This design comes from an exercise in tuning for small area, a short achievable clock period and few clock cycles on the open sky130 flow, not from production work. The RTL was checked by simulation tests, not by an equivalence proof against the original design. Power and IR drop assume default switching activity.

**flow/design.v**
```verilog
module jbeat_crc (
  input  wire        clk,
  input  wire        rst,
  input  wire        req_valid,
  input  wire        req_write,
  input  wire [3:0]  req_addr,
  input  wire [31:0] req_wdata,
  output reg         rsp_valid,
  output reg  [31:0] rsp_rdata,
  input  wire [31:0] len_src,
  input  wire [31:0] len_tgt,
  input  wire [31:0] len_pat,
  output reg         mem_en,
  output reg         mem_we,
  output reg  [1:0]  mem_sel,
  output reg  [29:0] mem_addr,
  output reg  [3:0]  mem_wstrb,
  output reg  [31:0] mem_wdata,
  input  wire [31:0] mem_rdata
);
  localparam [31:0] POLY = 32'hEDB88320;
  localparam [3:0] C_MIS_SRC = 4'd1, C_SIZE = 4'd4, C_TRUNC = 4'd5,
                   C_ILLEGAL = 4'd6, C_NOTREADY = 4'd7;
  localparam [2:0] K_CKSUM = 3'd0, K_LDEXP = 3'd1, K_STORE = 3'd2,
                   K_VERIFY = 3'd3, K_SEAL = 3'd4;
  localparam [2:0] T_CK = 3'd0, T_LD = 3'd1, T_ST = 3'd2, T_VPAT = 3'd3,
                   T_SPAT = 3'd4, T_SPW = 3'd5, T_END = 3'd7;
  localparam [1:0] E_NONE = 2'd0, E_STORE = 2'd1, E_CHECK = 2'd2, E_SIZE = 2'd3;
  function [31:0] cinit(input [2:0] r);
    case (r)
      3'd0:    cinit = 32'hFFFFFFFF;
      3'd1:    cinit = 32'hF0958FD9;
      3'd2:    cinit = 32'h9A1C9D90;
      3'd3:    cinit = 32'hA32E2681;
      default: cinit = 32'h9226F562;
    endcase
  endfunction
  function [31:0] crc_bits(input [31:0] x, input integer nb);
    integer k;
    reg [31:0] y;
    begin
      y = x;
      for (k = 0; k < nb; k = k + 1)
        y = y[0] ? ((y >> 1) ^ POLY) : (y >> 1);
      crc_bits = y;
    end
  endfunction
  function [31:0] xf_in(input [31:0] x);
    begin
      xf_in[0] = x[1] ^ x[2] ^ x[3] ^ x[12] ^ x[13] ^ x[16] ^ x[19] ^ x[23] ^ x[28] ^ x[30] ^ x[31];
      xf_in[1] = x[1] ^ x[3] ^ x[5] ^ x[6] ^ x[9] ^ x[10] ^ x[11] ^ x[13] ^ x[16] ^ x[17] ^ x[18] ^ x[20] ^ x[21] ^ x[24] ^ x[26] ^ x[28];
      xf_in[2] = x[0] ^ x[3] ^ x[4] ^ x[6] ^ x[8] ^ x[9] ^ x[10] ^ x[12] ^ x[13] ^ x[15] ^ x[16] ^ x[19] ^ x[20] ^ x[22] ^ x[26] ^ x[27];
      xf_in[3] = x[0] ^ x[2] ^ x[8] ^ x[9] ^ x[13] ^ x[15] ^ x[16] ^ x[17] ^ x[20] ^ x[21] ^ x[23] ^ x[24] ^ x[26] ^ x[31];
      xf_in[4] = x[0] ^ x[3] ^ x[5] ^ x[6] ^ x[7] ^ x[8] ^ x[11] ^ x[12] ^ x[14] ^ x[15] ^ x[16] ^ x[17] ^ x[18] ^ x[21] ^ x[31];
      xf_in[5] = x[3] ^ x[4] ^ x[7] ^ x[8] ^ x[9] ^ x[12] ^ x[17] ^ x[18] ^ x[19] ^ x[22] ^ x[24] ^ x[25] ^ x[26] ^ x[27] ^ x[28] ^ x[31];
      xf_in[6] = x[0] ^ x[1] ^ x[3] ^ x[6] ^ x[8] ^ x[9] ^ x[10] ^ x[11] ^ x[12] ^ x[14] ^ x[15] ^ x[18] ^ x[19] ^ x[20] ^ x[24] ^ x[25] ^ x[27];
      xf_in[7] = x[1] ^ x[2] ^ x[7] ^ x[10] ^ x[11] ^ x[13] ^ x[14] ^ x[15] ^ x[19] ^ x[24] ^ x[25] ^ x[26] ^ x[27] ^ x[29] ^ x[31];
      xf_in[8] = x[2] ^ x[6] ^ x[9] ^ x[10] ^ x[11] ^ x[15] ^ x[18] ^ x[19] ^ x[21] ^ x[22] ^ x[23] ^ x[25] ^ x[26] ^ x[27] ^ x[29] ^ x[31];
      xf_in[9] = x[0] ^ x[3] ^ x[7] ^ x[8] ^ x[9] ^ x[10] ^ x[11] ^ x[13] ^ x[14] ^ x[17] ^ x[18] ^ x[19] ^ x[21] ^ x[22] ^ x[24];
      xf_in[10] = x[0] ^ x[1] ^ x[2] ^ x[3] ^ x[9] ^ x[11] ^ x[12] ^ x[15] ^ x[16] ^ x[17] ^ x[18] ^ x[21] ^ x[22] ^ x[24] ^ x[25] ^ x[26] ^ x[28] ^ x[29] ^ x[30];
      xf_in[11] = x[0] ^ x[4] ^ x[5] ^ x[6] ^ x[12] ^ x[15] ^ x[19] ^ x[20] ^ x[21] ^ x[28] ^ x[29] ^ x[30] ^ x[31];
      xf_in[12] = x[0] ^ x[1] ^ x[2] ^ x[3] ^ x[4] ^ x[5] ^ x[6] ^ x[8] ^ x[13] ^ x[14] ^ x[18] ^ x[19] ^ x[20] ^ x[21] ^ x[24] ^ x[25] ^ x[26] ^ x[27] ^ x[29];
      xf_in[13] = x[0] ^ x[2] ^ x[4] ^ x[6] ^ x[9] ^ x[10] ^ x[11] ^ x[12] ^ x[13] ^ x[14] ^ x[20] ^ x[24] ^ x[28] ^ x[30] ^ x[31];
      xf_in[14] = x[2] ^ x[3] ^ x[12] ^ x[13] ^ x[15] ^ x[16] ^ x[17] ^ x[19] ^ x[21] ^ x[24] ^ x[25] ^ x[26] ^ x[27] ^ x[30] ^ x[31];
      xf_in[15] = x[1] ^ x[5] ^ x[6] ^ x[7] ^ x[10] ^ x[11] ^ x[13] ^ x[16] ^ x[19] ^ x[20] ^ x[24] ^ x[27];
      xf_in[16] = x[0] ^ x[1] ^ x[3] ^ x[6] ^ x[7] ^ x[8] ^ x[9] ^ x[10] ^ x[11] ^ x[12] ^ x[15] ^ x[22] ^ x[23] ^ x[24] ^ x[27] ^ x[28];
      xf_in[17] = x[1] ^ x[2] ^ x[4] ^ x[5] ^ x[6] ^ x[8] ^ x[11] ^ x[13] ^ x[16] ^ x[19] ^ x[20] ^ x[22] ^ x[23] ^ x[24] ^ x[25] ^ x[29] ^ x[30];
      xf_in[18] = x[0] ^ x[5] ^ x[6] ^ x[7] ^ x[8] ^ x[9] ^ x[10] ^ x[12] ^ x[15] ^ x[16] ^ x[17] ^ x[19] ^ x[21] ^ x[22] ^ x[24] ^ x[28] ^ x[29] ^ x[30];
      xf_in[19] = x[2] ^ x[3] ^ x[6] ^ x[15] ^ x[16] ^ x[20] ^ x[21] ^ x[22] ^ x[23] ^ x[29] ^ x[30] ^ x[31];
      xf_in[20] = x[0] ^ x[2] ^ x[3] ^ x[4] ^ x[5] ^ x[8] ^ x[9] ^ x[10] ^ x[11] ^ x[13] ^ x[17] ^ x[19] ^ x[23] ^ x[25] ^ x[26] ^ x[27] ^ x[28] ^ x[29];
      xf_in[21] = x[2] ^ x[3] ^ x[4] ^ x[5] ^ x[6] ^ x[7] ^ x[8] ^ x[19] ^ x[20] ^ x[22] ^ x[25] ^ x[26] ^ x[27] ^ x[30] ^ x[31];
      xf_in[22] = x[1] ^ x[5] ^ x[9] ^ x[11] ^ x[12] ^ x[13] ^ x[15] ^ x[17] ^ x[22] ^ x[23] ^ x[28] ^ x[29] ^ x[31];
      xf_in[23] = x[0] ^ x[1] ^ x[2] ^ x[5] ^ x[6] ^ x[7] ^ x[9] ^ x[10] ^ x[11] ^ x[13] ^ x[15] ^ x[18] ^ x[20] ^ x[25] ^ x[27] ^ x[28] ^ x[29];
      xf_in[24] = x[1] ^ x[3] ^ x[6] ^ x[8] ^ x[10] ^ x[11] ^ x[12] ^ x[16] ^ x[17] ^ x[18] ^ x[20] ^ x[21] ^ x[25] ^ x[26] ^ x[27] ^ x[30] ^ x[31];
      xf_in[25] = x[3] ^ x[5] ^ x[8] ^ x[9] ^ x[11] ^ x[14] ^ x[15] ^ x[21] ^ x[25] ^ x[26] ^ x[29] ^ x[30];
      xf_in[26] = x[4] ^ x[6] ^ x[7] ^ x[9] ^ x[10] ^ x[14] ^ x[16] ^ x[17] ^ x[18] ^ x[19] ^ x[20] ^ x[22] ^ x[23] ^ x[27] ^ x[28];
      xf_in[27] = x[4] ^ x[5] ^ x[9] ^ x[10] ^ x[11] ^ x[15] ^ x[17] ^ x[18] ^ x[20] ^ x[21] ^ x[23] ^ x[25] ^ x[26] ^ x[28];
      xf_in[28] = x[2] ^ x[4] ^ x[5] ^ x[6] ^ x[7] ^ x[10] ^ x[14] ^ x[15] ^ x[17] ^ x[18] ^ x[20] ^ x[23] ^ x[25] ^ x[26] ^ x[27] ^ x[28] ^ x[29];
      xf_in[29] = x[0] ^ x[2] ^ x[4] ^ x[6] ^ x[9] ^ x[10] ^ x[11] ^ x[12] ^ x[13] ^ x[14] ^ x[16] ^ x[18] ^ x[21] ^ x[24] ^ x[25] ^ x[26] ^ x[27] ^ x[31];
      xf_in[30] = x[0] ^ x[3] ^ x[6] ^ x[7] ^ x[10] ^ x[11] ^ x[12] ^ x[14] ^ x[20] ^ x[22] ^ x[23] ^ x[24] ^ x[29] ^ x[31];
      xf_in[31] = x[4] ^ x[7] ^ x[9] ^ x[10] ^ x[11] ^ x[13] ^ x[14] ^ x[15] ^ x[19] ^ x[20] ^ x[21] ^ x[23] ^ x[30];
    end
  endfunction
  function [31:0] xf_out(input [31:0] x);
    begin
      xf_out[0] = x[3] ^ x[4] ^ x[7] ^ x[10] ^ x[11] ^ x[12] ^ x[13] ^ x[15] ^ x[17] ^ x[20] ^ x[21] ^ x[23] ^ x[24] ^ x[26] ^ x[30];
      xf_out[1] = x[0] ^ x[1] ^ x[3] ^ x[4] ^ x[5] ^ x[6] ^ x[8] ^ x[9] ^ x[12] ^ x[16] ^ x[18] ^ x[19] ^ x[20] ^ x[23] ^ x[24] ^ x[25] ^ x[26] ^ x[30] ^ x[31];
      xf_out[2] = x[1] ^ x[2] ^ x[3] ^ x[4] ^ x[9] ^ x[11] ^ x[13] ^ x[15] ^ x[16] ^ x[17] ^ x[18] ^ x[19] ^ x[20] ^ x[21] ^ x[22] ^ x[23] ^ x[27] ^ x[30];
      xf_out[3] = x[1] ^ x[5] ^ x[9] ^ x[11] ^ x[16] ^ x[17] ^ x[18] ^ x[22] ^ x[24] ^ x[27] ^ x[28];
      xf_out[4] = x[3] ^ x[4] ^ x[6] ^ x[8] ^ x[9] ^ x[12] ^ x[13] ^ x[14] ^ x[16] ^ x[18] ^ x[19] ^ x[21] ^ x[22] ^ x[23] ^ x[24] ^ x[28] ^ x[30] ^ x[31];
      xf_out[5] = x[0] ^ x[2] ^ x[7] ^ x[11] ^ x[13] ^ x[17] ^ x[18] ^ x[21] ^ x[22] ^ x[23] ^ x[24] ^ x[28] ^ x[29] ^ x[30] ^ x[31];
      xf_out[6] = x[3] ^ x[7] ^ x[10] ^ x[11] ^ x[12] ^ x[13] ^ x[14] ^ x[15] ^ x[16] ^ x[18] ^ x[22] ^ x[23] ^ x[24] ^ x[25] ^ x[26] ^ x[27] ^ x[30] ^ x[31];
      xf_out[7] = x[1] ^ x[3] ^ x[6] ^ x[7] ^ x[9] ^ x[11] ^ x[13] ^ x[16] ^ x[18] ^ x[20] ^ x[21] ^ x[22] ^ x[23] ^ x[24] ^ x[26] ^ x[28] ^ x[29];
      xf_out[8] = x[2] ^ x[4] ^ x[6] ^ x[7] ^ x[8] ^ x[9] ^ x[12] ^ x[14] ^ x[16] ^ x[17] ^ x[18] ^ x[22] ^ x[26] ^ x[27] ^ x[28] ^ x[29] ^ x[30];
      xf_out[9] = x[5] ^ x[7] ^ x[9] ^ x[14] ^ x[15] ^ x[16] ^ x[17] ^ x[20] ^ x[23] ^ x[24] ^ x[25] ^ x[30];
      xf_out[10] = x[3] ^ x[5] ^ x[6] ^ x[7] ^ x[8] ^ x[9] ^ x[12] ^ x[14] ^ x[19] ^ x[20] ^ x[21] ^ x[23] ^ x[25] ^ x[26] ^ x[30];
      xf_out[11] = x[1] ^ x[2] ^ x[3] ^ x[6] ^ x[7] ^ x[8] ^ x[9] ^ x[11] ^ x[13] ^ x[16] ^ x[17] ^ x[18] ^ x[19] ^ x[22] ^ x[23] ^ x[28] ^ x[30] ^ x[31];
      xf_out[12] = x[0] ^ x[2] ^ x[3] ^ x[5] ^ x[7] ^ x[8] ^ x[10] ^ x[14] ^ x[15] ^ x[16] ^ x[17] ^ x[18] ^ x[21] ^ x[22] ^ x[23] ^ x[25] ^ x[26] ^ x[27] ^ x[31];
      xf_out[13] = x[0] ^ x[3] ^ x[8] ^ x[9] ^ x[10] ^ x[13] ^ x[14] ^ x[15] ^ x[17] ^ x[23] ^ x[24] ^ x[25] ^ x[26] ^ x[28] ^ x[29] ^ x[30] ^ x[31];
      xf_out[14] = x[1] ^ x[2] ^ x[3] ^ x[6] ^ x[8] ^ x[10] ^ x[12] ^ x[14] ^ x[17] ^ x[21] ^ x[22] ^ x[23] ^ x[25] ^ x[26] ^ x[28] ^ x[29];
      xf_out[15] = x[1] ^ x[2] ^ x[3] ^ x[4] ^ x[5] ^ x[8] ^ x[11] ^ x[12] ^ x[19] ^ x[20] ^ x[24] ^ x[25] ^ x[26] ^ x[28] ^ x[29] ^ x[30];
      xf_out[16] = x[1] ^ x[2] ^ x[3] ^ x[7] ^ x[8] ^ x[9] ^ x[10] ^ x[12] ^ x[14] ^ x[15] ^ x[18] ^ x[25] ^ x[26] ^ x[28] ^ x[29] ^ x[30];
      xf_out[17] = x[3] ^ x[4] ^ x[5] ^ x[6] ^ x[7] ^ x[13] ^ x[14] ^ x[15] ^ x[16] ^ x[17] ^ x[19] ^ x[20] ^ x[24] ^ x[25] ^ x[26] ^ x[27] ^ x[28] ^ x[29] ^ x[30];
      xf_out[18] = x[1] ^ x[4] ^ x[5] ^ x[13] ^ x[14] ^ x[18] ^ x[20] ^ x[23] ^ x[27];
      xf_out[19] = x[0] ^ x[2] ^ x[3] ^ x[8] ^ x[9] ^ x[10] ^ x[12] ^ x[13] ^ x[15] ^ x[16] ^ x[18] ^ x[19] ^ x[20] ^ x[22] ^ x[24] ^ x[28] ^ x[29] ^ x[30] ^ x[31];
      xf_out[20] = x[0] ^ x[2] ^ x[9] ^ x[10] ^ x[13] ^ x[15] ^ x[16] ^ x[17] ^ x[18] ^ x[19] ^ x[22] ^ x[25] ^ x[26] ^ x[29];
      xf_out[21] = x[4] ^ x[5] ^ x[6] ^ x[8] ^ x[9] ^ x[18] ^ x[19] ^ x[20] ^ x[22] ^ x[28] ^ x[29] ^ x[30];
      xf_out[22] = x[6] ^ x[7] ^ x[9] ^ x[10] ^ x[12] ^ x[15] ^ x[17] ^ x[18] ^ x[22] ^ x[23];
      xf_out[23] = x[1] ^ x[2] ^ x[3] ^ x[6] ^ x[9] ^ x[13] ^ x[16] ^ x[17] ^ x[19] ^ x[20] ^ x[22] ^ x[23] ^ x[28] ^ x[29];
      xf_out[24] = x[0] ^ x[1] ^ x[4] ^ x[8] ^ x[13] ^ x[14] ^ x[16] ^ x[17] ^ x[19] ^ x[23] ^ x[24] ^ x[25] ^ x[26] ^ x[28] ^ x[29] ^ x[30] ^ x[31];
      xf_out[25] = x[3] ^ x[5] ^ x[6] ^ x[10] ^ x[11] ^ x[12] ^ x[13] ^ x[14] ^ x[15] ^ x[18] ^ x[19] ^ x[20] ^ x[21] ^ x[24] ^ x[29] ^ x[30] ^ x[31];
      xf_out[26] = x[0] ^ x[2] ^ x[5] ^ x[8] ^ x[10] ^ x[14] ^ x[17] ^ x[18] ^ x[19] ^ x[20] ^ x[21] ^ x[24] ^ x[25] ^ x[26] ^ x[27] ^ x[29] ^ x[30];
      xf_out[27] = x[0] ^ x[1] ^ x[2] ^ x[8] ^ x[10] ^ x[12] ^ x[14] ^ x[15] ^ x[17] ^ x[21] ^ x[24] ^ x[25] ^ x[27] ^ x[28] ^ x[29] ^ x[30] ^ x[31];
      xf_out[28] = x[3] ^ x[4] ^ x[6] ^ x[7] ^ x[9] ^ x[10] ^ x[14] ^ x[17] ^ x[20] ^ x[21] ^ x[23] ^ x[24] ^ x[26] ^ x[27];
      xf_out[29] = x[1] ^ x[3] ^ x[9] ^ x[10] ^ x[12] ^ x[16] ^ x[17] ^ x[18] ^ x[19] ^ x[26] ^ x[27] ^ x[29] ^ x[31];
      xf_out[30] = x[1] ^ x[3] ^ x[4] ^ x[6] ^ x[11] ^ x[12] ^ x[13] ^ x[14] ^ x[16] ^ x[20] ^ x[28];
      xf_out[31] = x[1] ^ x[2] ^ x[3] ^ x[5] ^ x[7] ^ x[8] ^ x[10] ^ x[11] ^ x[13] ^ x[14] ^ x[15] ^ x[16] ^ x[21] ^ x[22] ^ x[24] ^ x[26] ^ x[30];
    end
  endfunction
  function [31:0] xf_k(input [2:0] r);
    case (r)
      3'd0: xf_k = 32'h95E27ED1;
      3'd1: xf_k = 32'hAACF4902;
      3'd2: xf_k = 32'h91CC3812;
      3'd3: xf_k = 32'h204FC84F;
      default: xf_k = 32'hF0B5FBE3;
    endcase
  endfunction
  function [29:0] add30(input [29:0] a, input [29:0] b);
    reg [29:0] g, p, gg, pp;
    integer i, d;
    begin
      g = a & b; p = a ^ b; gg = g; pp = p;
      for (d = 1; d < 30; d = d * 2)
        for (i = 29; i >= d; i = i - 1) begin
          gg[i] = gg[i] | (pp[i] & gg[i-d]);
          pp[i] = pp[i] & pp[i-d];
        end
      add30 = p ^ {gg[28:0], 1'b0};
    end
  endfunction
  function [29:0] inc30(input [29:0] a);
    integer i;
    begin
      for (i = 0; i < 30; i = i + 1)
        inc30[i] = a[i] ^ ((i == 0) ? 1'b1 : &(a | ~((30'd1 << i) - 30'd1)));
    end
  endfunction
  function [29:0] dec30(input [29:0] a);
    integer i;
    begin
      for (i = 0; i < 30; i = i + 1)
        dec30[i] = a[i] ^ ((i == 0) ? 1'b1 : ~|(a & ((30'd1 << i) - 30'd1)));
    end
  endfunction
  function gt32(input [31:0] a, input [31:0] b);
    reg [31:0] g, l;
    integer i, w;
    begin
      g = a & ~b; l = ~a & b;
      for (w = 1; w < 32; w = w * 2)
        for (i = 0; i < 32; i = i + 2 * w) begin
          g[i] = g[i + w] | (~l[i + w] & g[i]);
          l[i] = l[i + w] | (~g[i + w] & l[i]);
        end
      gt32 = g[0];
    end
  endfunction
  reg [31:0] acc;
  reg [95:0] sum_q;     
  reg [95:0] exp_q;     
  reg [95:0] size_q;    
  reg        acc_v;
  reg [2:0]  sum_v, exp_v, size_v;
  reg        ok, fault;
  reg [3:0]  cause;
  wire [15:0] status = {cause, fault, ok, size_v, exp_v, sum_v, acc_v};
  wire [31:0] size_s = size_q[31:0];
  wire [31:0] size_t = size_q[63:32];
  wire [31:0] size_p = size_q[95:64];
  wire [15:0] cw    = req_wdata[15:0];
  wire [3:0]  c_op  = cw[15:12];
  wire [1:0]  c_z   = cw[11:10];
  wire [1:0]  c_b   = cw[9:8];
  wire [7:0]  c_imm = cw[7:0];
  reg       chk_fault;
  reg [3:0] chk_cause;
  always @(*) begin
    chk_fault = 1'b1;
    chk_cause = 4'd0;
    if (!(&sum_v) || !(&exp_v))                chk_cause = C_NOTREADY;
    else if (sum_q[31:0]  != exp_q[31:0])      chk_cause = C_MIS_SRC;
    else if (sum_q[63:32] != exp_q[63:32])     chk_cause = C_MIS_SRC + 4'd1;
    else if (sum_q[95:64] != exp_q[95:64])     chk_cause = C_MIS_SRC + 4'd2;
    else                                       chk_fault = 1'b0;
  end
  wire op_init   = (cw == 16'h1000);
  wire op_byte   = (cw[15:8] == 8'h20);
  wire op_final  = (cw[15:10] == 6'b001100) && (c_b != 2'd3) && (c_imm == 8'd0);
  wire op_cksum  = (cw[15:10] == 6'b010000) && (c_b != 2'd3) && (c_imm == 8'd0);
  wire op_ldexp  = (cw == 16'h5000);
  wire op_check  = (cw == 16'h6000);
  wire op_verify = (cw == 16'h7000);
  wire op_store  = (cw[15:10] == 6'b100000) && (c_b != 2'd3) && (c_imm == 8'd0);
  wire op_seal   = (cw == 16'h9000);
  wire op_clear  = (cw == 16'hF000);
  wire op_legal  = op_init | op_byte | op_final | op_cksum | op_ldexp | op_check |
                   op_verify | op_store | op_seal | op_clear;
  wire q_wr    = req_write && !fault;                  
  wire q_cmd   = q_wr && req_addr == 4'd0;             
  wire [2:0] q_size = {3{q_wr}} & {req_addr == 4'd4, req_addr == 4'd3, req_addr == 4'd2};
  wire q_ill   = q_cmd && !op_legal;
  wire q_nrdy  = q_cmd && (op_byte | op_final) && !acc_v;
  wire q_flt   = q_ill | q_nrdy | (q_cmd && op_check && chk_fault);
  wire q_init  = q_cmd && op_init;
  wire q_byte  = q_cmd && op_byte && acc_v;
  wire q_final = q_cmd && op_final && acc_v;
  wire q_chk   = q_cmd && op_check && !chk_fault;
  wire q_clr   = req_write && req_addr == 4'd0 && op_clear;
  wire q_long  = q_cmd && (op_cksum | op_ldexp | op_store | op_verify | op_seal);
  reg [31:0] rd_val;
  always @(*) begin
    case (req_addr)
      4'd1:  rd_val = {16'd0, status};
      4'd2:  rd_val = size_q[31:0];
      4'd3:  rd_val = size_q[63:32];
      4'd4:  rd_val = size_q[95:64];
      4'd5:  rd_val = acc;
      4'd6:  rd_val = sum_q[31:0];
      4'd7:  rd_val = sum_q[63:32];
      4'd8:  rd_val = sum_q[95:64];
      4'd9:  rd_val = exp_q[31:0];
      4'd10: rd_val = exp_q[63:32];
      4'd11: rd_val = exp_q[95:64];
      default: rd_val = 32'd0;
    endcase
  end
  reg gt_s, gt_t, gt_p, gt_p4;
  wire p_lt4  = (size_q[95:66] == 30'd0);
  wire p_lt12 = (size_q[95:68] == 28'd0) && (size_q[67:66] != 2'b11);
  reg        busy;      
  reg        init;      
  reg        init2;     
  reg        init4;     
  reg [2:0]  kind;
  reg [1:0]  kb;
  reg [1:0]  pv;        
  reg [2:0]  pc;        
  reg [2:0]  sk;        
  reg [1:0]  sb;
  reg [4:0]  nk;        
  reg        first;     
  reg [29:0] rem;       
  reg        e, adj;
  reg [1:0]  st_t;      
  reg [1:0]  wslot;     
  function [4:0] step_of(input [2:0] k, input [1:0] v, input [1:0] b, input [2:0] p);
    begin
      step_of = {T_END, 2'd0};
      case (k)
        K_CKSUM: if (p == 3'd0) step_of = {T_CK, b};
        K_LDEXP: if (p == 3'd0) step_of = {T_LD, 2'd2};
        K_STORE: if (p == 3'd0) step_of = {T_ST, b};
        K_VERIFY:
          case (v)
            2'd0: case (p)
                    3'd0: step_of = {T_CK, 2'd0};
                    3'd1: step_of = {T_CK, 2'd1};
                    3'd2: step_of = {T_VPAT, 2'd2};
                    default: ;
                  endcase
            2'd1: if (p == 3'd0) step_of = {T_LD, 2'd2};
            default: case (p)
                    3'd0: step_of = {T_LD, 2'd2};
                    3'd1: step_of = {T_CK, 2'd0};
                    default: ;
                  endcase
          endcase
        K_SEAL:
          case (v)
            2'd0: case (p)
                    3'd0: step_of = {T_CK, 2'd0};
                    3'd1: step_of = {T_CK, 2'd1};
                    3'd2: step_of = {T_SPAT, 2'd2};
                    3'd3: step_of = {T_SPW, 2'd2};
                    default: ;
                  endcase
            default: if (p == 3'd0) step_of = {T_CK, 2'd0};
          endcase
        default: ;
      endcase
    end
  endfunction
  wire [1:0] pv_new = (kind == K_VERIFY) ? (gt_s ? 2'd1 : gt_t ? 2'd2 : 2'd0) :
                      (kind == K_SEAL && gt_t) ? 2'd2 : 2'd0;
  wire [1:0] pvx = init ? pv_new : pv;
  wire [1:0] end_act =
      (kind == K_STORE)                 ? E_STORE :
      (kind == K_SEAL  && pv == 2'd0)   ? E_STORE :
      (kind == K_VERIFY && pv == 2'd0)  ? E_CHECK :
      (kind == K_VERIFY || kind == K_SEAL) ? E_SIZE : E_NONE;
  wire [2:0] npc = (init | init2 | init4) ? 3'd0 : pc + 3'd1;           
  wire [4:0] nn  = step_of(kind, pvx, kb, npc + 3'd1);  
  wire [2:0] lk  = nk[4:2];
  wire [1:0] lb  = nk[1:0];
  wire [31:0] l_size = (lb == 2'd0) ? size_s : (lb == 2'd1) ? size_t : size_p;
  wire [1:0]  l_t    = l_size[1:0];
  reg  [29:0] l_rem;
  reg         l_adj;
  always @(*) begin
    l_rem = l_size[31:2];
    l_adj = 1'b0;
    case (lk)
      T_CK:    l_adj = (lb == 2'd2);
      T_SPAT:  l_adj = 1'b1;
      T_LD:    l_rem = 30'd3;
      T_ST, T_SPW: l_rem = 30'd1;
      default: ;
    endcase
  end
  wire [29:0] l_addr_m1 = add30(size_p[31:2], {27'h7FFFFFF, (lk != T_ST) ? 3'b100 : (lb == 2'd0) ? 3'b100 : (lb == 2'd1) ? 3'b101 : 3'b110});
  function [3:0] cflags(input [29:0] hi, input ex, input aj);
    reg [3:0] v;
    begin
      v = {1'b0, hi[2:0]} + {3'd0, ex} - {3'd0, aj};
      cflags = (hi[29:3] == 27'd0) ? {v == 4'd3, v == 4'd2, v == 4'd1, v == 4'd0} : 4'd0;
    end
  endfunction
  reg [3:0] cf_s, cf_t, cf_pm, cf_p0;
  wire      p_e = |size_p[1:0];
  reg [3:0] l_f;
  always @(*) begin
    case (lk)
      T_CK:    l_f = (lb == 2'd0) ? cf_s : (lb == 2'd1) ? cf_t : cf_pm;
      T_SPAT:  l_f = cf_pm;
      T_VPAT:  l_f = cf_p0;
      T_LD:    l_f = p_e ? 4'b0000 : 4'b1000;
      default: l_f = p_e ? 4'b0100 : 4'b0010;
    endcase
  end
  wire        r_small = (rem[29:3] == 27'd0);
  wire [3:0]  r_v     = {1'b0, rem[2:0]} + {3'd0, e} - {3'd0, adj};
  wire        r_eq4   = r_small && r_v == 4'd4;
  reg         f0, f1, f2, f3;    
  wire        tk_last = f1 | f0;
  reg        vA, vB, vD, vU, vE;
  reg        a_vb, a_zprev, a_ph, a_inj, a_ib, a_crc, a_cf, a_cl, a_exp, a_el;
  reg [1:0]  a_t, a_cb;
  reg [2:0]  a_r;
  reg        b_zprev, b_ph, b_inj, b_ib, b_crc, b_cf, b_cl, b_exp, b_el;
  reg [1:0]  b_t, b_cb;
  reg [2:0]  b_r;
  reg        d_crc, d_cf, d_cl, d_exp, d_el;
  reg [1:0]  d_cb;
  reg [2:0]  d_r;
  reg [31:0] d_q;
  reg        u_cf, u_cl;
  reg [1:0]  u_cb, e_cb;
  reg [31:0] u_q, s_q;
  reg [31:8] prev;
  reg [2:0] pend;
  function hz(input [1:0] b);
    hz = pend[b];
  endfunction
  reg        tk_go, tk_rd, tk_wr, tk_vb;
  reg        tk_zprev, tk_ph, tk_inj, tk_ib, tk_crc, tk_cf, tk_cl, tk_exp, tk_el;
  reg [1:0]  tk_sel;
  reg        tk_mq;     
  always @(*) begin
    tk_go = 1'b1; tk_rd = 1'b0; tk_wr = 1'b0;
    tk_zprev = 1'b0; tk_ph = 1'b0; tk_inj = 1'b0; tk_ib = 1'b0;
    tk_crc = 1'b0; tk_cf = 1'b0; tk_cl = 1'b0; tk_exp = 1'b0; tk_el = 1'b0;
    tk_sel = 2'd2; tk_mq = 1'b0;
    case (sk)
      T_CK: begin
        tk_sel = sb;
        tk_rd = !f0; tk_ph = f0;
        tk_zprev = first;
        tk_crc = 1'b1; tk_cf = first; tk_cl = tk_last;
      end
      T_LD: begin
        tk_rd = 1'b1;
        tk_exp = !(first && e); tk_el = f1;
      end
      T_VPAT: begin
        tk_rd = 1'b1;
        tk_zprev = first;
        tk_crc = !f1; tk_cf = first; tk_cl = f2;
        tk_exp = f1 | f2 | f3; tk_el = f1;
      end
      T_SPAT: begin
        tk_zprev = first;
        tk_crc = 1'b1; tk_cf = first; tk_cl = f1;
        if (f1 || f2) begin
          tk_inj = 1'b1; tk_ib = f1;
          tk_wr = 1'b1;
          tk_mq = f2 && (st_t != 2'd0);
          tk_go = !hz(f1 ? 2'd1 : 2'd0);
        end else
          tk_rd = 1'b1;
      end
      T_SPW: begin
        tk_wr = 1'b1;
        tk_go = !hz(2'd2);
      end
      T_ST: begin
        tk_wr = 1'b1;
        tk_go = !hz(sb);
      end
      default: tk_go = 1'b0;
    endcase
    tk_vb = tk_rd | tk_ph | tk_inj;
  end
  wire [31:0] w_cur = (wslot == 2'd0) ? sum_q[31:0] :
                      (wslot == 2'd1) ? sum_q[63:32] : sum_q[95:64];
  wire [31:0] w_prv = (wslot == 2'd1) ? sum_q[31:0] :
                      (wslot == 2'd2) ? sum_q[63:32] : sum_q[95:64];
  reg  [31:0] w_data;
  always @(*) begin
    case (st_t)
      2'd0: w_data = w_cur;
      2'd1: w_data = {w_cur[23:0], w_prv[31:24]};
      2'd2: w_data = {w_cur[15:0], w_prv[31:16]};
      default: w_data = {w_cur[7:0], w_prv[31:8]};
    endcase
  end
  wire [3:0] strb_first = 4'b1111 << st_t;
  wire [3:0] strb_last  = ~strb_first;
  wire [3:0] w_strb = (kind == K_SEAL) ?
                      ((wslot == 2'd0) ? strb_first : (wslot == 2'd3) ? strb_last : 4'b1111) :
                      (first ? strb_first : strb_last);
  wire [29:0] tk_addr = (first && (sk == T_CK || sk == T_VPAT || sk == T_SPAT)) ? 30'd0 :
                        tk_mq ? mem_addr : inc30(mem_addr);
  wire [31:0] b_cur = b_ph ? 32'd0 : mem_rdata;
  wire [31:8] b_prv = b_zprev ? 24'd0 : prev;
  reg  [31:0] b_al;
  always @(*) begin
    case (b_t)
      2'd0: b_al = b_cur;
      2'd1: b_al = {b_cur[7:0],  b_prv[31:8]};
      2'd2: b_al = {b_cur[15:0], b_prv[31:16]};
      default: b_al = {b_cur[23:0], b_prv[31:24]};
    endcase
  end
  wire [31:0] b_d = b_inj ? sum_q[32*b_ib +: 32] : b_al;
  wire [31:0] c_u  = xf_in(d_q) ^ (d_cf ? xf_k(d_r) : 32'd0);
  wire [31:0] s_g  = u_cf ? 32'd0 : s_q;
  wire [31:0] s_nx = ({1'b0, s_g[31:1]} ^ (s_g[0] ? POLY : 32'd0)) ^ u_q;
  wire [31:0] e_acc = xf_out(s_q);
  wire fin_ok = busy && !init && !init2 && !init4 && sk == T_END &&
                !(vA && a_vb) && !vB && !vD && !vU && !(end_act == E_CHECK && vE);
  wire advance = busy && ((init && !(kind == K_VERIFY && pv_new != 2'd0) &&
                           !(kind == K_CKSUM && kb == 2'd2)) || init2 || (init4 && !gt_p4) ||
                          (!init && sk != T_END && tk_go && tk_last));
  always @(posedge clk) begin
    rsp_valid <= 1'b0;
    rsp_rdata <= rd_val;
    cf_s  <= cflags(size_s[31:2], |size_s[1:0], 1'b0);
    cf_t  <= cflags(size_t[31:2], |size_t[1:0], 1'b0);
    cf_pm <= cflags(size_p[31:2], p_e, 1'b1);
    cf_p0 <= cflags(size_p[31:2], p_e, 1'b0);
    gt_s  <= gt32(size_s, len_src);
    gt_t  <= gt32(size_t, len_tgt);
    gt_p  <= gt32(size_p, len_pat);
    gt_p4 <= gt32({mem_addr, size_p[1:0]}, len_pat);
    mem_wdata <= w_data;
    mem_wstrb <= w_strb;
    if (rst) begin
      busy   <= 1'b0;
      init   <= 1'b0;
      init2  <= 1'b0;
      init4  <= 1'b0;
      acc_v  <= 1'b0;
      sum_v  <= 3'd0;
      exp_v  <= 3'd0;
      size_v <= 3'd0;
      ok     <= 1'b0;
      fault  <= 1'b0;
      cause  <= 4'd0;
      vA <= 1'b0; vB <= 1'b0; vD <= 1'b0; vU <= 1'b0; vE <= 1'b0;
      pend <= 3'd0;
      mem_en <= 1'b0;
      mem_we <= 1'b0;
    end else begin
      vD    <= vB;
      d_crc <= b_crc; d_cf <= b_cf; d_cl <= b_cl; d_cb <= b_cb;
      d_exp <= b_exp; d_el <= b_el; d_r <= b_r;
      if (vB) begin
        d_q  <= b_d;
        prev <= b_cur[31:8];
      end
      vB <= vA && a_vb;
      b_zprev <= a_zprev; b_ph <= a_ph; b_inj <= a_inj; b_ib <= a_ib;
      b_crc <= a_crc; b_cf <= a_cf; b_cl <= a_cl; b_exp <= a_exp; b_el <= a_el;
      b_t <= a_t; b_cb <= a_cb; b_r <= a_r;
      vU   <= vD && d_crc;
      u_cf <= d_cf; u_cl <= d_cl; u_cb <= d_cb;
      if (vD) u_q <= c_u;
      vE   <= vU && u_cl;
      if (vE) pend[e_cb] <= 1'b0;
      e_cb <= u_cb;
      if (vU) s_q <= s_nx;
      if (vE) begin
        acc <= e_acc;
        sum_q[32*e_cb +: 32] <= ~e_acc;
        sum_v[e_cb] <= 1'b1;
        acc_v <= 1'b1;
        ok    <= 1'b0;
      end
      if (vD && d_exp) begin
        exp_q <= {d_q, exp_q[95:32]};
        if (d_el) begin
          exp_v <= 3'b111;
          ok    <= 1'b0;
        end
      end
      vA     <= 1'b0;
      if (!busy) mem_addr <= dec30(size_p[31:2]);
      mem_en <= 1'b0;
      mem_we <= 1'b0;
      if (advance) begin
        init2 <= 1'b0;
        pc    <= npc;
        sk    <= lk;
        sb    <= lb;
        nk    <= nn;
        first <= 1'b1;
        rem   <= l_rem;
        adj   <= l_adj;
        {f3, f2, f1, f0} <= l_f;
        e     <= |l_t;
        st_t  <= l_t;
        if (lk == T_LD || lk == T_ST) mem_addr <= l_addr_m1;
        if (lk == T_ST) wslot <= lb;
        else if (lk == T_SPAT) wslot <= 2'd0;
      end
      if (busy) begin
        if (init) begin
          init <= 1'b0;
          pv   <= pv_new;
          if (kind == K_VERIFY && pv_new != 2'd0) begin
            nk    <= {T_LD, 2'd2};
            init2 <= 1'b1;
          end
          case (kind)
            K_CKSUM: begin
              if (!size_v[kb]) begin
                fault <= 1'b1; cause <= C_NOTREADY; ok <= 1'b0;
                busy <= 1'b0; rsp_valid <= 1'b1;
              end else if (kb == 2'd2 && p_lt4) begin
                fault <= 1'b1; cause <= C_TRUNC; ok <= 1'b0;
                busy <= 1'b0; rsp_valid <= 1'b1;
              end else if (kb == 2'd1 ? gt_t : kb == 2'd0 ? gt_s : 1'b0) begin
                fault <= 1'b1; cause <= C_SIZE; ok <= 1'b0;
                busy <= 1'b0; rsp_valid <= 1'b1;
              end else if (kb == 2'd2)
                init4 <= 1'b1;
            end
            K_LDEXP, K_STORE: begin
              if (!size_v[2] || (kind == K_STORE && !sum_v[kb])) begin
                fault <= 1'b1; cause <= C_NOTREADY; ok <= 1'b0;
                busy <= 1'b0; rsp_valid <= 1'b1;
              end else if (p_lt12 || gt_p) begin
                fault <= 1'b1; cause <= C_TRUNC; ok <= 1'b0;
                busy <= 1'b0; rsp_valid <= 1'b1;
              end
            end
            default: begin                             
              if (!(&size_v)) begin
                fault <= 1'b1; cause <= C_NOTREADY; ok <= 1'b0;
                busy <= 1'b0; rsp_valid <= 1'b1;
              end else if (p_lt12 || gt_p) begin
                fault <= 1'b1; cause <= C_TRUNC; ok <= 1'b0;
                busy <= 1'b0; rsp_valid <= 1'b1;
              end else if (kind == K_SEAL && gt_s) begin
                fault <= 1'b1; cause <= C_SIZE; ok <= 1'b0;
                busy <= 1'b0; rsp_valid <= 1'b1;
              end
            end
          endcase
        end else if (init4) begin
          init4 <= 1'b0;
          if (gt_p4) begin
            fault <= 1'b1; cause <= C_TRUNC; ok <= 1'b0;
            busy <= 1'b0; rsp_valid <= 1'b1;
          end
        end else if (init2) begin
          ;
        end else if (sk != T_END) begin
          if (tk_go) begin
            vA <= 1'b1;
            a_vb <= tk_vb;
            a_zprev <= tk_zprev; a_ph <= tk_ph; a_inj <= tk_inj; a_ib <= tk_ib;
            a_crc <= tk_crc; a_cf <= tk_cf; a_cl <= tk_cl; a_exp <= tk_exp; a_el <= tk_el;
            a_t  <= st_t; a_cb <= sb;
            a_r  <= f0 ? 3'd4 : {1'b0, 2'd0 - st_t};
            mem_en   <= tk_rd | tk_wr;
            mem_we   <= tk_wr;
            mem_sel  <= tk_sel;
            mem_addr <= tk_addr;
            if (!tk_last) begin
              first <= 1'b0;
              if (e) e <= 1'b0;
              else   rem <= dec30(rem);
              f0 <= 1'b0; f1 <= f2; f2 <= f3; f3 <= r_eq4;
            end
            if (tk_wr) wslot <= wslot + 2'd1;
            if (tk_crc && tk_cl) pend[sb] <= 1'b1;
          end
        end else if (fin_ok) begin
          busy <= 1'b0;
          rsp_valid <= 1'b1;
          case (end_act)
            E_STORE: begin
              exp_v <= 3'd0; ok <= 1'b0;
              if (kind == K_STORE && kb != 2'd2) sum_v[2] <= 1'b0;
            end
            E_CHECK: begin
              if (chk_fault) begin
                fault <= 1'b1; cause <= chk_cause; ok <= 1'b0;
              end else
                ok <= 1'b1;
            end
            E_SIZE: begin
              fault <= 1'b1; cause <= C_SIZE; ok <= 1'b0;
            end
            default: ;
          endcase
        end
      end else if (req_valid) begin
        rsp_valid <= !q_long;
        if (q_size[0]) begin size_q[31:0]  <= req_wdata; size_v[0] <= 1'b1; sum_v[0] <= 1'b0; end
        if (q_size[1]) begin size_q[63:32] <= req_wdata; size_v[1] <= 1'b1; sum_v[1] <= 1'b0; end
        if (q_size[2]) begin size_q[95:64] <= req_wdata; size_v[2] <= 1'b1; sum_v[2] <= 1'b0; exp_v <= 3'd0; end
        if (|q_size) ok <= 1'b0;
        if (q_flt) begin
          fault <= 1'b1; ok <= 1'b0;
          cause <= q_ill ? C_ILLEGAL : q_nrdy ? C_NOTREADY : chk_cause;
        end
        if (q_init) begin acc <= 32'hFFFFFFFF; acc_v <= 1'b1; end
        if (q_byte) acc <= crc_bits(acc ^ {24'd0, c_imm}, 8);
        if (q_final) begin
          if (c_b == 2'd0) sum_q[31:0]  <= ~acc;
          if (c_b == 2'd1) sum_q[63:32] <= ~acc;
          if (c_b == 2'd2) sum_q[95:64] <= ~acc;
          sum_v[c_b] <= 1'b1;
          ok <= 1'b0;
        end
        if (q_chk) ok <= 1'b1;
        if (q_clr) begin
          acc_v <= 1'b0; sum_v <= 3'd0; exp_v <= 3'd0; size_v <= 3'd0;
          ok <= 1'b0; fault <= 1'b0; cause <= 4'd0;
        end
        if (q_long) begin
          busy <= 1'b1;
          init <= 1'b1;
          pc   <= 3'd0;
          kind <= op_cksum ? K_CKSUM : op_ldexp ? K_LDEXP : op_store ? K_STORE :
                  op_verify ? K_VERIFY : K_SEAL;
          kb   <= c_b;
          nk   <= op_cksum ? {T_CK, c_b} : op_ldexp ? {T_LD, 2'd2} :
                  op_store ? {T_ST, c_b} : {T_CK, 2'd0};
        end
      end
    end
  end
endmodule
```
**flow/run.sh**
```bash
#!/bin/bash
# synth_recipe.tcl (not shown) runs the flow's synth.tcl, then flattens the netlist and writes it again
# the make line also repeats each setting of config.mk as NAME=value (left out here)
make -C /OpenROAD-flow-scripts/flow DESIGN_CONFIG=/design/flow/config.mk WORK_HOME=/design/flow/orfs CLKGATE_MAP_FILE= SYNTH_SCRIPT=/design/flow/synth_recipe.tcl finish
```
**flow/config.mk**
```make
export PLATFORM = sky130hd
export DESIGN_NAME = jbeat_crc
export DESIGN_NICKNAME = jbeat_crc
export VERILOG_FILES = /design/flow/design.v
export SDC_FILE = /design/flow/constraint.sdc
export NUM_CORES = 4
export LEC_CHECK = 0
export CAP_MARGIN = 20
export CORE_MARGIN = 2
export CORE_UTILIZATION = 40
export PLACE_DENSITY = 0.6
export SETUP_SLACK_MARGIN = 4.0
export SLEW_MARGIN = 20
```
**flow/constraint.sdc**
```tcl
create_clock -name core_clock -period 7.0 [get_ports {clk}]
set_input_delay 1.4000 -clock core_clock [delete_from_list [all_inputs] [get_ports {clk}]]
set_output_delay 1.4000 -clock core_clock [all_outputs]
set_load 0.01 [all_outputs]
```
==> notes.md, run 1 <==
- The number of instances in the synthesized netlist is 4470.
- Setup violations remaining at the end of the flow were counted as 0.
- The number of DRC markers in iteration 0 is 5712.
- The most used flip-flop cell after synthesis is edfxtp_1.
- The die footprint is 114000 um^2.
- The time the worst path needs with I/O delays and setup is 3.09 ns.
- Summed over all layers, the routed wires come to 192 mm.
- The initial antenna violation count is 17.
- Clock tree synthesis selected as its root buffer the cell clkbuf_16.
- The clock arrives with 0.0570 ns of skew.
- The first global-routing pass estimated roughly 260 mm of wire.
- The critical setup path kind is primary input to flip-flop.
- The count of pins over their slew limit is 0.
- The relative slew slack is about 20%.
- Buffers inserted during clock tree synthesis total just over 80.
- STA classifies the critical path startpoint as a primary input.
- The number of fillers in the final layout is 10200.
- The post-layout total power is 0.0106 W.
- The TritonCTS clock tree is yes.
- After synthesis, the cell types taking the most area are edfxtp_1, xnor2_1, dfxtp_1.
- In this run the worst path has a maximum fanout of 1.
- The floorplan step set the die height to 338 um.
- The signed area change from the synthesized netlist to the final layout is 21.8%.
- At the pin with the least slew margin, the transition time is 1.16 ns.
- Clock-pin slew was measured on the worst setup and hold paths at around 0.060 ns.
- Entering global routing, the biggest net connects 160 pins.
- The capturing element type of the critical path is a flip-flop.
- The core region is 111000 um^2.
- The endpoint arrival time on the critical path is 3.68 ns.
- For the worst setup path, the data required time is between 7 and 8 ns.
- Detailed placement ended at an HPWL of 137 mm.
- The total number of clock tree sinks is 698.
- The die boundary width is 338 um.
- For this run, the top clock speed supported by timing is 0.324 GHz.
- The number of nets with antenna violations after detailed routing is 0.
- For flop-to-flop paths, the worst setup slack is 3.93 ns.
- The library cell occupying the most area in the post-synthesis netlist is edfxtp_1.
- Of the post-synthesis cell area, the dominant cell type holds 39.0%.
- Setup repair after global routing could not meet its margin everywhere.
- After synthesis, the netlist uses 88 different library cells.
- The total negative slack for setup checks is 0 ns.
- The starting density of the core is between 40% and 50%.
- For this design the top-level I/O count stands at 271.
- Yosys mapped a number of flops with a built-in enable equal to slightly below 600.
- The maximum number of buffers from clock root to sink is 3.
- Counting every net in the synthesized netlist gives 4680.
- The tightest min-delay check is of the flip-flop to flip-flop type.
- The synthesized netlist occupies a cell area of about 45000 um^2.
- At the later pin of the worst-skew pair, clock insertion delay measures 0.68 ns.
- Of the cells placed in the final design, the portion with a size suffix greater than 1 is 13.8%.
- The number of DRC violations after detailed routing is 0.
- The warning count from the yosys run is 1.
- The quantity of hold-fixing buffers added after cts is 0.
- The final global-route overflow total is 0.
- The fraction of registers with async set or reset after synthesis is 0%.
- The leakage power is a little under 20 nW.
- The final-report hold violation count is 0.
- The deepest level of the CTS H-tree is 3.
- The run finished with no timing, DRC or antenna violations.
- The final layout net count is between 4000 and 5000.
- Before antenna repair, the detailed router went through 9 iterations.
- In the routed layout, each cell is associated on average with a via count of 6.22.
- In the global route stage, overall resource usage came out at 31.7%.
- In this run, synthesis produced a sequential element count of 698.
- IR analysis of the VDD net gives a maximum drop of 0.155 mV.
- The row count is 122.
- Across all layers, the routed design uses 39300 vias.
- The share of the Yosys chip area taken by registers is 44.3%.
- The most numerous cell in the Yosys netlist is edfxtp_1.
- The via count of the first global-routing pass was about 36000.
- Max-cap violations in this run came to 0.
- In the final routed layout, each cell accounts on average for 30.3 um.
- The count of buffers from port buffering is 270.
- The power density over cell area is 196 nW/um^2.
- By count the netlist is led by edfxtp_1, xnor2_1, nand2_1.
- The per-instance average area after synthesis is 9.99 um^2.
- The final estimated routing congestion in global placement is 1.05.
- The final critical path takes up 44.1% of the cycle.
==> worst max-delay path, cell delays in order <==
cell and delay [ns]:
clkbuf_2 0.08, nand2b_4 0.12, maj3_2 0.37, a221oi_2 0.30, o2bb2ai_2 0.11, maj3_2 0.38
a311o_1 0.35, a221oi_2 0.24, o221ai_1 0.16, a21oi_1 0.17
==> layout make-up <==
type	count	area, um^2	share of cell area [%]
flip-flops and latches	698	19800	36.4
clock buffers	103	2300	4.22
inverters	144	544	1.00
diodes	9	22.5	0.0414
clock inverters	51	591	1.09
multi-input cells	3329	24700	45.3
well taps	1488	1860	3.42
repair buffers	499	4640	8.52
==> cells in the final DEF, fill, tap and decap left out, types with 15 or more instances in the layout <==
cell             count
clkinv_2            15
and3_1              18
a211oi_1            26
edfxtp_1           580
clkdlybuf4s50_1    192
a22oi_1            127
nand2_1            351
nand3_1             52
o21ai_0            252
buf_4              202
o21ai_1             33
dlygate4sd2_1       43
xnor2_1            523
a221oi_1            45
nand2b_1            65
nand4_1             40
xor2_1             216
nor2b_1             95
a21oi_1            206
nor4_1              32
dfxtp_1            115
a222oi_1            30
maj3_2              21
inv_1              140
clkbuf_16           93
o22ai_1             33
maj3_1              69
a22o_1             129
a31oi_1             36
o211ai_1            35
mux2i_1            169
nor2_2              17
xnor2_2             29
and2_1              17
ha_1                36
nor2_1             212
nor3_1              47
==> power breakdown <==
group | switching [W] | internal [W]
Clock | 0.00194 | 0.00273
Sequential | 0.000166 | 0.00460
Combinational | 0.000691 | 0.000519
==> kinds of logic after synthesis <==
| group | share of synthesized area, % |
|---|---|
| adder cells (fa/ha/maj) | 3.23 |
| multiplexers | 4.54 |
| AO/OA/AOI/OAI | 16.7 |
| AND/OR/NAND/NOR | 12.1 |
| buffers and inverters | 3.80 |
| XOR/XNOR | 15.4 |
| flip-flops | 44.3 |
==> registers in the layout (all words and copies together) (netlist names), 5 cells and up <==
| name | count |
|---|---|
| prev | 24 |
| size_q | 96 |
| rsp_rdata | 32 |
| mem_wdata | 32 |
| d_q | 32 |
| acc | 32 |
| nk | 5 |
| mem_addr | 30 |
| rem | 30 |
| exp_q | 96 |
| u_q | 32 |
| s_q | 32 |
| sum_q | 96 |
==> per-layer routing <==
layer | track usage [%] | vias up | wire (um)
met3 | 9.23 | 597 | 23700
met5 | 0 | - | 321
met2 | 46.0 | 2734 | 79500
li1 | - | 17000 | -
met4 | 19.0 | 20 | 14400
met1 | 41.7 | 19000 | 74000
==> metrics by stage <==
step | util, % | worst slack (ns) | hold slack (ns) | instance area [um^2] | cells
finish | 49.2 | 3.91 | 0.409 | 54400 | 6321
global route | 49.2 | 3.83 | 0.421 | 54400 | 6317
CTS | 48.0 | 3.98 | 0.407 | 53100 | 6238
detailed placement | 44.1 | 2.06 | 0.405 | 48800 | 5996
global placement | 44.1 | 2.13 | 0.404 | 48800 | 5995
floorplan | - | 1.32 | 0.400 | 44700 | 4470
==> timing repair <==
item,in CTS,in global routing
setup buffers,82,64
gates cloned,6,10
resized for setup,290,191
endpoints found under the setup margin,457,348
pin swaps,53,70
==> final timing paths <==
check | from | to | depth (start not counted)
worst max-delay path | len_tgt[0] | gt_t$_DFF_P_ | 10
worst max register to register | size_q[78]$_DFFE_PP_ | cause[2]$_SDFFE_PP0P_ | 9
worst min register to register | b_cb[1]$_DFFE_PN_ | d_cb[1]$_DFFE_PN_ | 0
worst min-delay path | b_cb[1]$_DFFE_PN_ | d_cb[1]$_DFFE_PN_ | 0
Testbench counts, summed over its fixed seeds: cycles 60,293.
==> inputs of run 2 (changes only) <==
--- a/flow/config.mk
+++ b/flow/config.mk
@@ -8,6 +8,6 @@
 export CAP_MARGIN = 20
 export CORE_MARGIN = 2
-export CORE_UTILIZATION = 40
-export PLACE_DENSITY = 0.6
+export CORE_UTILIZATION = 55
+export PLACE_DENSITY = 0.7
 export SETUP_SLACK_MARGIN = 4.0
 export SLEW_MARGIN = 20
==> notes.md, run 2 <==
- The number of buffers created by CTS is 78.
- Counting cells, the worst reg-to-reg path comes to 8.
- Clock tree synthesis found a total of 698 sinks.
- The final-report hold violation count is 0.
- The length of the first detailed-routing pass in iterations is 12.
- The measured slew at the worst slew-check pin is 1.18 ns.
- Prior to clock tree synthesis, the placed netlist has a worst setup slack of ~1.9 ns.
- The synthesized netlist occupies a cell area of 44700 um^2.
- The number of flops mapped to enable cells by yosys is 580.
- Synthesis produced a netlist whose cell count is about 4500.
- The start point of the worst min-delay path is a_el$_SDFFCE_PN0P_.
- Sorting the synthesized cells by area gives the leading types as edfxtp_1, xnor2_1, dfxtp_1.
- Once detailed placement completed, the half-perimeter wirelength came to 130 mm.
- Once the floorplan was initialized, standard cells occupied 55.5% of the core.
- The register bit count reported by yosys is 698.
- The via count is about 40000.
- The hold path depth is 0.
- The top cell type by area accounts for 39.0% of the synthesized area.
- The relative slew slack is 20.5%.
- After the first detailed-routing iteration, the DRC count stood at 6926.
- The fraction of registers with async set or reset after synthesis is 0%.
- The final estimated routing congestion in global placement is approximately 1.1.
- Counting every net in the synthesized netlist gives 4680.
- By startpoint and endpoint, the worst setup path is classified as flip-flop to flip-flop.
- The final period utilization is 44.6%.
- The insertion delay of the later-clocked pin in the worst-skew pair is 0.66 ns.
- The signed area change from the synthesized netlist to the final layout is 20.7%.
- For this design the top-level I/O count stands at 271.
- For this run, the post-layout net count is 4944.
- For this design the static power due to leakage is 19.3 nW.
- The post-layout total power is slightly above 0.01 W.
- The worst setup slack for register-to-register paths is 3.88 ns.
- The die footprint is roughly 84000 um^2.
- The initial antenna violation count is 18.
- Global routing used 42.0% of the available tracks.
- Setup repair after global routing could not meet its margin everywhere.
- Counting distinct cell types in the post-synthesis netlist gives ~90.
- The final global-route overflow total is 0.
- After detailed routing, the number of remaining DRC violations is 0.
- Counting along the longest clock path gives a buffer depth of 3.
- The library cell used most frequently in the layout, excluding fill and tap cells, is edfxtp_1.
- After detailed routing, the total wire length is about 190 mm.
- The core region is roughly 80000 um^2.
- VDD sags by at most 0.179 mV.
- In the final layout, the registers with the most flip-flops are exp_q x96, size_q x96, sum_q x96.
- In this run the critical register-to-register path is captured at cause[0]$_SDFFE_PP0P_.
- Clock skew on the completed layout was measured at between 0.02 and 0.03 ns.
- The worst setup path is captured at a flip-flop.
- The final critical-path setup slack is a little under 4 ns.
- Data on the critical path is required at its endpoint by 7.52 ns.
- The most numerous cell in the Yosys netlist is edfxtp_1.
- Summing the sequential cell areas from Yosys gives between 40 and 50% of the chip area.
- TritonCTS built the clock tree.
- The die extent in y is 289 um.
- In this run the remaining antenna-violating nets after routing total 0.
- The run finished with no timing, DRC or antenna violations.
- The clock-pin slew on the worst setup and hold paths is 0.07 ns.
- The count of pins over their slew limit was 0.
- The startpoint identified for the worst register-to-register timing path is sum_q[14]$_DFFE_PN_.
- STA puts the critical path data arrival time at 3.64 ns.
- The quantity of hold-fixing buffers added after cts is 0.
- In the synthesized netlist, the cells that appear most often are edfxtp_1, xnor2_1, nand2_1.
- The per-instance average area after synthesis is 9.99 um^2.
- The die boundary width is 289 um.
- Of all nets on the critical path, the largest fanout is 6.
- The biggest area contributor in the post-synthesis netlist is edfxtp_1.
- The endpoint of the worst hold-timing path is b_el$_DFFE_PN_.
- The deepest level of the CTS H-tree is 3.
- Leaving out fill and tap cells, the most frequent cells in the layout are edfxtp_1, xnor2_1, nand2_1, o21ai_0, xor2_1.
- For this run, the number of Yosys warnings is 1.
- Port buffering added 270 buffers.
- Setup violations remaining at the end of the flow were counted as 0.
- The worst setup path is launched from a flip-flop.
- The maximum number of pins on one net before global-route repair is 150.
- Of the cells placed in the final design, the portion with a size suffix greater than 1 is 14.3%.
- In this run the power density over the cells is a little under 200 nW/um^2.
- The clock root buffer master is clkbuf_16.
- The tool flagged a number of max-cap violations equal to 0.
- After detailed routing, the average wire length per cell comes to 31.5 um.
- The row count is approximately 100.
- The detail-routed via count per cell is around 7.
- The prevailing post-synth register cell is edfxtp_1.
- The routed design could run at a clock period as short as 3.12 ns.
- The total negative slack for setup checks is 0 ns.
- The via count of the first global-routing pass is 36000.
- In this run the worst hold path is classified as flip-flop to flip-flop.
- The global-route wire length before repair is 253 mm.
- Based on the critical path, the design can be clocked at up to 0.320 GHz.
## run 2: critical path: stages (launching register included)
cell and delay (ns):
edfxtp_1 0.57, xnor2_1 0.37, nand4_1 0.21, nor4_4 0.48, and4_2 0.40, o31a_1 0.37
nor2_1 0.07, o311ai_0 0.36, a311oi_1 0.15
## run 2: logic make-up after synthesis
| kind of cell | synth area share (%) |
|---|---|
| flip-flops | 44.3 |
| buffers and inverters | 3.80 |
| multiplexers | 4.54 |
| AND/OR/NAND/NOR | 12.1 |
| XOR/XNOR | 15.4 |
| adder cells (fa/ha/maj) | 3.23 |
| AO/OA/AOI/OAI | 16.7 |
## run 2: through the flow
step	area (um^2)	utilization (%)	std cells	hold slack [ns]
floorplan	44700	-	4470	0.400
global placement	48200	60.0	5563	0.403
detailed placement	48200	60.0	5564	0.405
CTS	52300	65.0	5795	0.416
global route	53900	67.0	5865	0.420
finish	53900	67.0	5870	0.416
## run 2: how the worst max path moves through the flow
stage / start / end / slack [ns] / cells past startpoint
final: sum_q[14]$_DFFE_PN_ / cause[0]$_SDFFE_PP0P_ / 3.88 / 8
after global routing: len_tgt[2] / gt_t$_DFF_P_ / 3.83 / 9
after CTS: s_q[16]$_DFFE_PP_ / acc[6]$_DFFE_PN_ / 3.85 / 9
after detailed placement: req_addr[2] / acc[6]$_DFFE_PN_ / 1.93 / 10
after global placement: req_addr[1] / acc[24]$_DFFE_PN_ / 1.98 / 10
after floorplan: rst / size_q[64]$_DFFE_PP_ / 1.32 / 3
## run 2: area by class of cell
type	instances	area, um^2
antenna	12	30.0
clock buffer	103	2220
clock inverter	41	484
fill	6391	26500
inverter	144	544
multi-input combinational	3331	24900
sequential	698	19800
tap	1060	1330
timing repair buffer	481	4610
## run 2: routing by layer
layer	vias to the layer above	global-route usage [%]	wire length [um]
met2	3335	60.4	75600
met3	667	13.4	27600
met1	19100	56.3	67900
met5	-	0	63
li1	16900	-	-
met4	10	23.0	13800
## run 2: where the power goes
part	internal (W)	total [W]	switching, W	leakage, nW
combinational	0.000515	0.00119	0.000677	11.6
clock	0.00255	0.00440	0.00185	1.31
sequential	0.00460	0.00478	0.000178	6.39
total	0.00766	0.0104	0.00271	19.3
## run 2: repair_timing
item,CTS,global route
hold endpoints to repair,0,0
buffers inserted,84,49
cloned,3,14
pin swaps,58,76
gates resized for setup,242,303
setup endpoints to repair,434,351
==> inputs of run 3 (changes only) <==
--- a/flow/design.v
+++ b/flow/design.v
@@ -127,17 +127,4 @@
     endcase
   endfunction
-  function [29:0] add30(input [29:0] a, input [29:0] b);
-    reg [29:0] g, p, gg, pp;
-    integer i, d;
-    begin
-      g = a & b; p = a ^ b; gg = g; pp = p;
-      for (d = 1; d < 30; d = d * 2)
-        for (i = 29; i >= d; i = i - 1) begin
-          gg[i] = gg[i] | (pp[i] & gg[i-d]);
-          pp[i] = pp[i] & pp[i-d];
-        end
-      add30 = p ^ {gg[28:0], 1'b0};
-    end
-  endfunction
   function [29:0] inc30(input [29:0] a);
     integer i;
@@ -319,5 +306,6 @@
     endcase
   end
-  wire [29:0] l_addr_m1 = add30(size_p[31:2], {27'h7FFFFFF, (lk != T_ST) ? 3'b100 : (lb == 2'd0) ? 3'b100 : (lb == 2'd1) ? 3'b101 : 3'b110});
+  wire [29:0] l_addr_m1 = (lb == 2'd0) ? mem_addr :
+                          (lb == 2'd1) ? inc30(mem_addr) : {inc30({1'b0, mem_addr[29:1]}), mem_addr[0]};
   function [3:0] cflags(input [29:0] hi, input ex, input aj);
     reg [3:0] v;
@@ -448,4 +436,11 @@
   wire [31:0] s_nx = ({1'b0, s_g[31:1]} ^ (s_g[0] ? POLY : 32'd0)) ^ u_q;
   wire [31:0] e_acc = xf_out(s_q);
+  wire        rq_idle = !rst && !busy && req_valid;
+  wire [31:0] acc_d   = busy ? e_acc :
+                        cw[12] ? 32'hFFFFFFFF : crc_bits(acc ^ {24'd0, c_imm}, 8);
+  wire        acc_en  = (!rst && vE) || (rq_idle && (q_init || q_byte));
+  wire [31:0] sum_d   = busy ? ~e_acc : ~acc;
+  wire [2:0]  sum_en  = ({3{!rst && vE}} & {e_cb == 2'd2, e_cb == 2'd1, e_cb == 2'd0}) |
+                        ({3{rq_idle && q_final}} & {c_b == 2'd2, c_b == 2'd1, c_b == 2'd0});
   wire fin_ok = busy && !init && !init2 && !init4 && sk == T_END &&
                 !(vA && a_vb) && !vB && !vD && !vU && !(end_act == E_CHECK && vE);
@@ -463,6 +458,10 @@
     gt_t  <= gt32(size_t, len_tgt);
     gt_p  <= gt32(size_p, len_pat);
-    gt_p4 <= gt32({mem_addr, size_p[1:0]}, len_pat);
+    gt_p4 <= gt32({rem, size_p[1:0]}, len_pat);
     mem_wdata <= w_data;
+    if (acc_en) acc <= acc_d;
+    if (sum_en[0]) sum_q[31:0]  <= sum_d;
+    if (sum_en[1]) sum_q[63:32] <= sum_d;
+    if (sum_en[2]) sum_q[95:64] <= sum_d;
     mem_wstrb <= w_strb;
     if (rst) begin
@@ -502,6 +501,4 @@
       if (vU) s_q <= s_nx;
       if (vE) begin
-        acc <= e_acc;
-        sum_q[32*e_cb +: 32] <= ~e_acc;
         sum_v[e_cb] <= 1'b1;
         acc_v <= 1'b1;
@@ -516,5 +513,8 @@
       end
       vA     <= 1'b0;
-      if (!busy) mem_addr <= dec30(size_p[31:2]);
+      if (!busy) begin
+        mem_addr <= {dec30({2'b00, size_p[31:4]}), size_p[3:2]};
+        rem      <= dec30(size_p[31:2]);
+      end
       mem_en <= 1'b0;
       mem_we <= 1'b0;
@@ -531,5 +531,5 @@
         e     <= |l_t;
         st_t  <= l_t;
-        if (lk == T_LD || lk == T_ST) mem_addr <= l_addr_m1;
+        if (lk == T_ST) mem_addr <= l_addr_m1;
         if (lk == T_ST) wslot <= lb;
         else if (lk == T_SPAT) wslot <= 2'd0;
@@ -638,10 +638,6 @@
           cause <= q_ill ? C_ILLEGAL : q_nrdy ? C_NOTREADY : chk_cause;
         end
-        if (q_init) begin acc <= 32'hFFFFFFFF; acc_v <= 1'b1; end
-        if (q_byte) acc <= crc_bits(acc ^ {24'd0, c_imm}, 8);
+        if (q_init) acc_v <= 1'b1;
         if (q_final) begin
-          if (c_b == 2'd0) sum_q[31:0]  <= ~acc;
-          if (c_b == 2'd1) sum_q[63:32] <= ~acc;
-          if (c_b == 2'd2) sum_q[95:64] <= ~acc;
           sum_v[c_b] <= 1'b1;
           ok <= 1'b0;
--- a/flow/config.mk
+++ b/flow/config.mk
@@ -8,6 +8,6 @@
 export CAP_MARGIN = 20
 export CORE_MARGIN = 2
-export CORE_UTILIZATION = 55
-export PLACE_DENSITY = 0.7
+export CORE_UTILIZATION = 40
+export PLACE_DENSITY = 0.6
 export SETUP_SLACK_MARGIN = 4.0
 export SLEW_MARGIN = 20
==> notes.md, run 3 <==
- The quantity of hold-fixing buffers added after cts is 0.
- The setup slack after placement is approximately 2.2 ns.
- The number of instances in the synthesized netlist is 4204.
- The critical path data required time is 7.39 ns.
- In the synthesized netlist the dominant register cell turns out to be edfxtp_1.
- The kind of cell with the highest combined delay along the critical path is simple AND/OR/NAND/NOR gates.
- After layout, the worst setup slack is 3.55 ns.
- The top cell types in the final layout, fill and taps aside, are edfxtp_1, xnor2_1, xor2_1, nor2_1, nand2_1.
- The highest ir drop seen on vdd is 0.165 mV.
- The count of pins over their slew limit is 0.
- The biggest area contributor in the post-synthesis netlist is edfxtp_1.
- The worst clock skew on the final layout is ~0.038 ns.
- The first detailed-routing pass took 8 iterations.
- edfxtp_1 is the most common cell in the netlist.
- Sorting the synthesized cells by area gives the leading types as edfxtp_1, xnor2_1, dfxtp_1.
- Setup violations remaining at the end of the flow were counted as 0.
- The initial utilization of the core area, before any placement, comes to 40.5%.
- The run finished with no timing, DRC or antenna violations.
- The number of distinct library cell variants in the gate-level netlist after synthesis is 89.
- The die footprint is between 100000 and 150000 um^2.
- STA classifies the critical path startpoint as a primary input.
- Max-cap violations in this run came to 0.
- The die extent in y is 334 um.
- The critical path in this run is classified as primary input to flip-flop.
- The global-route wire length before repair is 252 mm.
- The TritonCTS clock tree is yes.
- Walking the worst path, the cells encountered are buf_12 > nor4_4 > nand2_2 > or4_4 > nor4_4 > nand2_1 > buf_6 > or3_4 > a21oi_4 > buf_6 > buf_8 > buf_12.
- In this run the horizontal extent of the chip is 334 um.
- Entering global routing, the biggest net connects 67 pins.
- The library cell used most frequently in the layout, excluding fill and tap cells, is edfxtp_1.
- The final-report hold violation count is 0.
- The worst pin sits at a relative slew slack of 30.5%.
- The count of nets left with antenna violations once routing finished came out at 0.
- The analysis attributes to cell leakage a power of 18.5 nW.
- The standard cell core area is 108000 um^2.
- After detailed routing, the number of remaining DRC violations is 0.
- The synthesized area is 43500 um^2.
- After clock tree synthesis, the clock-pin slew on the worst setup and hold paths is 0.05 ns.
- Routability-driven placement finished with a final weighted congestion of around 1.0.
- The signed area change from the synthesized netlist to the final layout is 23.0%.
- For this run, global-route usage on met2 was measured as 48.0%.
- The number of flops mapped to enable cells by yosys is 580.
- Measured in cells, the most critical reg-to-reg path has a length of 10.
- For this run, the post-layout net count is ~4700.
- The fraction of layout instances using a drive strength above 1 is roughly 15%.
- The buffers plus inverters on the worst setup path is 5.
- The final critical path takes up 49.3% of the cycle.
- In the final layout, flip-flops and latches occupy 19800 um^2.
- After global routing the overflow that remains totals 0.
- Cells fill 49.8% of the core in the end.
- The measured slew at the worst slew-check pin is 1.03 ns.
- In the global route stage, met1 resource usage came out at around 41%.
- The routed layout has 37200 vias.
- In the final layout, the multi-input gates occupy 23600 um^2.
- Across every metal layer, demand over resource in global routing totals 31.3%.
- In this run the worst hold path is classified as flip-flop to flip-flop.
- The highest fanout seen on the critical path is 8.
- The warning count from the yosys run is 1.
- The detail-routed net length per standard cell is 30.3 um.
- Fill cells in the final layout number 9836.
- The floorplan has 120 rows.
- The power density over cell area is 184 nW/um^2.
- The total negative slack for setup checks is 0 ns.
- The fraction of registers with async set or reset after synthesis is 0%.
- The register bit count reported by yosys is around 700.
- The hold path depth is 0.
- The library cell contributing the largest single delay on the critical path is or4_4.
- The initial antenna violation count was 13.
- In this run, the number of DRC markers left after iteration 0 of detailed routing was 5293.
- In this run, CTS created clock tree buffers numbering 80.
- The total wirelength of the detailed-routed design is around 180 mm.
==> run 3: stage by stage <==
stage	hold slack, ns	instances	instance area [um^2]
after floorplan	0.400	4204	43900
after global placement	0.402	5661	47700
after detailed placement	0.405	5661	47700
after CTS	0.418	5909	52200
after global routing	0.422	5997	53500
final	0.416	6006	53500
==> run 3: power breakdown <==
part	internal [W]	total, W	leakage [nW]	switching (W)
Clock	0.00255	0.00439	1.34	0.00184
Combinational	0.000375	0.000833	10.9	0.000457
Sequential	0.00452	0.00460	6.27	0.0000749
Total	0.00745	0.00982	18.5	0.00237
==> run 3: logic make-up after synthesis <==
kind of cell	Yosys count	synth area share (%)
adders and majority gates	153	3.82
xor gates and xnor gates	789	15.9
AOI/OAI and AO/OA	966	15.1
and+or+nand+nor	984	11.4
buffers and inverters	429	3.77
DFF	698	45.5
muxes	185	4.54
==> run 3: worst reg2reg max path, stage by stage (launching register included) <==
cell      delay (ns)
edfxtp_1        0.55
inv_4           0.15
ha_4            0.17
or3b_4          0.40
or3_4           0.40
or3_4           0.43
or3_4           0.37
xnor2_4         0.28
o21ai_1         0.09
mux2i_1         0.15
o22ai_1         0.09
==> run 3: final cells by class <==
cell class              count  area share, %
clock inverters            46           1.04
repair buffers            509           9.34
well taps                1403           3.28
clock buffers             102           4.05
flip-flops and latches    698           37.0
inverters                 154           1.15
diodes                     10         0.0468
multi-input cells        3084           44.1
==> run 3: final timing paths <==
kind	end	from	slack, ns
worst max-delay path	sum_q[28]$_DFFE_PP_	req_wdata[4]	3.55
worst min-delay path	d_exp$_DFFE_PN_	b_exp$_DFFE_PN_	0.42
worst max register to register	mem_addr[28]$_DFFE_PP_	size_q[68]$_DFFE_PP_	3.65
worst min register to register	d_exp$_DFFE_PN_	b_exp$_DFFE_PN_	0.42
==> run 3: routing by layer <==
layer,routed length (um),vias to the layer above
li1,-,16100
met1,70600,18200
met2,79400,2413
met3,20900,456
met4,10800,12
met5,67,-
==> run 3: what timing repair did <==
action                                  in CTS  in global routing
gates resized for setup                    299                156
endpoints found under the setup margin     591                293
gates cloned                                17                  1
pin swaps                                   43                 76
setup buffers                               83                 86
Testbench counts of run 3, summed over its fixed seeds: cycles 60,293.
